Context: an optimization exercise on an open-source flow, tuned for small area, a short achievable clock period and few clock cycles. The choices shown serve that exercise and are no tape-out recipe.
Only simulation tests tie the RTL to the original design; equivalence was not proved.
Power is estimated from default activity; no workload was simulated.

Setup of v9:
==> flow/design.v (excerpt) <==
module mcproto_core (
    input  wire        clk,
    input  wire        rst,
    input  wire        cmd_valid,
    output wire        cmd_ready,
    input  wire [3:0]  cmd_op,
    input  wire [63:0] cmd_val,
    input  wire [31:0] cmd_x,
    input  wire [31:0] cmd_y,
    input  wire [31:0] cmd_z,
    input  wire [31:0] cmd_ptr,
    input  wire [63:0] cmd_avail,
    input  wire [63:0] cmd_plen,
    input  wire        pin_valid,
    output wire        pin_ready,
    input  wire [7:0]  pin_data,
    output wire        mem_req,
    output wire        mem_we,
    output wire [31:0] mem_addr,
    output wire [7:0]  mem_wdata,
    input  wire        mem_gnt,
    input  wire [7:0]  mem_rdata,
    output wire        rsp_valid,
    output wire [2:0]  rsp_status,
    output wire [63:0] rsp_consumed,
    output wire [63:0] rsp_val,
    output wire [31:0] rsp_x,
    output wire [31:0] rsp_y,
    output wire [31:0] rsp_z,
    output wire        pout_valid,
    output wire [7:0]  pout_data
);
Size in the first run: ~250 flip-flops, roughly 25000 sq um of cells after synthesis.
clock: 12.0 ns
lec_check: 0
cap_margin: 20
core_margin: 2
core_utilization: 40
cts_buf_list: sky130_fd_sc_hd__clkbuf_4 sky130_fd_sc_hd__clkbuf_8
slew_margin: 20
standard.sh (not shown) runs the stock make flow with config.mk's settings and CLKGATE_MAP_FILE= SYNTH_SCRIPT=/design/flow/synth_recipe.tcl, a recipe that flattens the netlist after the stock synthesis.
==> flow/flow/run.sh <==
#!/bin/bash
# Standard ORFS layout (bash standard.sh), with two changes to how it is made:
#  - the port buffers are sky130_fd_sc_hd__buf_1 rather than the delay buffer
#    buffer_ports picks by default;
#  - repair_timing aims for 7.5 ns of setup slack (a 4.5 ns path) instead of 0.
# The clock period and the constraints are the standard flow's, unchanged.
set -euo pipefail
export BUFFER_PORTS_ARGS="-buffer_cell sky130_fd_sc_hd__buf_1"
export SETUP_SLACK_MARGIN=7.5
bash standard.sh > standard_make.log 2>&1
Testbench counts of v9, summed over its fixed seeds: cycles 35,042.
Changes in v29 relative to v9:
- CORE_UTILIZATION now 55, was 40
==> summary.txt <==
v29: flow completed, timing, DRC and antenna clean
Non-clock buffer count sits higher in v29 than in v9.
Compared with v9, v29 shows worst slew margin relative to its limit lower by 10 points.
Of v9 and v29, v9 shows the lower worst-margin pin slew, with v29 above it.
[diff] maximum operating frequency, v29 relative to v9: regression
Changes observed in v29 relative to v9: first-iteration DRC count went up, average vias per placed instance rose 9.6%.
Between v9 and v29, the proportion of power drawn by the clock network figures differ only marginally.
Die footprint delta for v29 relative to v9: 27% lower
Modified inputs, v35 compared to v29
- CTS_BUF_LIST no longer set, was sky130_fd_sc_hd__clkbuf_4 sky130_fd_sc_hd__clkbuf_8
Notes after the runs:
Sum of routed wire length over all layers of v35 exceeds that of v29 slightly.
Area fraction of clock buffers and clock inverters, v35 and v29: lower on v29
The lower final period demand of the worst path of v35 and v29 is in v35.
First-iteration detailed-routing DRC count: v35 worse than v29
Compared to v29, v35 has non-clock buffer contribution to total cell area 0.28 points higher.
Looking only at signed area change from the synthesized netlist to the final layout, and setting everything else aside, the lower value of v35 and v29 goes to v29.

## oak
mcproto_core again, from the RTL that the note above started with.
clock: 12.0 ns
lec_check: 0
cap_margin: 10
core_margin: 2
core_utilization: 40
cts_buf_list: sky130_fd_sc_hd__clkbuf_4 sky130_fd_sc_hd__clkbuf_8
slew_margin: 10
Scripts as last shown in full above: flow/flow/run.sh
Testbench counts of oak, summed over its fixed seeds: cycles 35,042.
What pine does differently from oak at the input level:
Settings: swapping 10 for 20 in SLEW_MARGIN; swapping 10 for 20 in CAP_MARGIN.
--- a/flow/flow/run.sh
+++ b/flow/flow/run.sh
@@ -5 +5 @@
-#  - repair_timing aims for 7.5 ns of setup slack (a 4.5 ns path) instead of 0.
+#  - repair_timing aims for 7.75 ns of setup slack (a 4.25 ns path) instead of 0.
@@ -9 +9 @@
-export SETUP_SLACK_MARGIN=7.5
+export SETUP_SLACK_MARGIN=7.75
==> comparison <==
In pine, the fmax came out about 0.9% above the value in oak.
Wire length deteriorates in pine relative to oak.
Looking at number of global-route vias before repair, pine sits above oak.
From oak to pine the numbers moved as follows: post-route minimum period fell 0.041 ns, critical path data required time down 0.13 ns.
Final area ended up about 3.7% higher on pine than on oak.

[port drivers added, routing unchanged]
In the flow no input, the clock included, has a driving cell. The finished layouts below were timed again as built, in two steps.
Step 1 assumes that a clkbuf_16 drives the clock port and a buf_2 every other input.
Step 2, shift: input delay + t, output delay - t, t = (earliest + latest rising clock arrival at the registers) / 2. This alone moves slack from input paths to output paths.
Three values: ideal, step 1, step 2; two values: the first two.
run | shift t [ns] | setup slack, ns | worst hold slack (ns) | worst setup path after step 2 | worst slew at a driven data input, ns
v9 | 0.739 | 7.506 / 7.470 / 6.801 | 0.524 / 0.524 / 0.524 | input to register | 0.12
v29 | 0.722 | 7.327 / 7.362 / 6.639 | 0.540 / 0.540 / 0.540 | input to register | 0.10
v35 | 0.631 | 7.420 / 7.437 / 6.805 | 0.535 / 0.535 / 0.535 | input to register | 0.11
oak | 0.730 | 7.470 / 7.440 / 6.762 | 0.524 / 0.524 / 0.524 | input to register | 0.12
pine | 0.732 | 7.511 / 7.523 / 6.791 | 0.528 / 0.528 / 0.528 | input to register | 0.17
After both steps every run listed still meets setup and hold. The setup slack of pine, which loses most, moves by +0.012 ns with the drivers and by -0.720 ns with both steps.
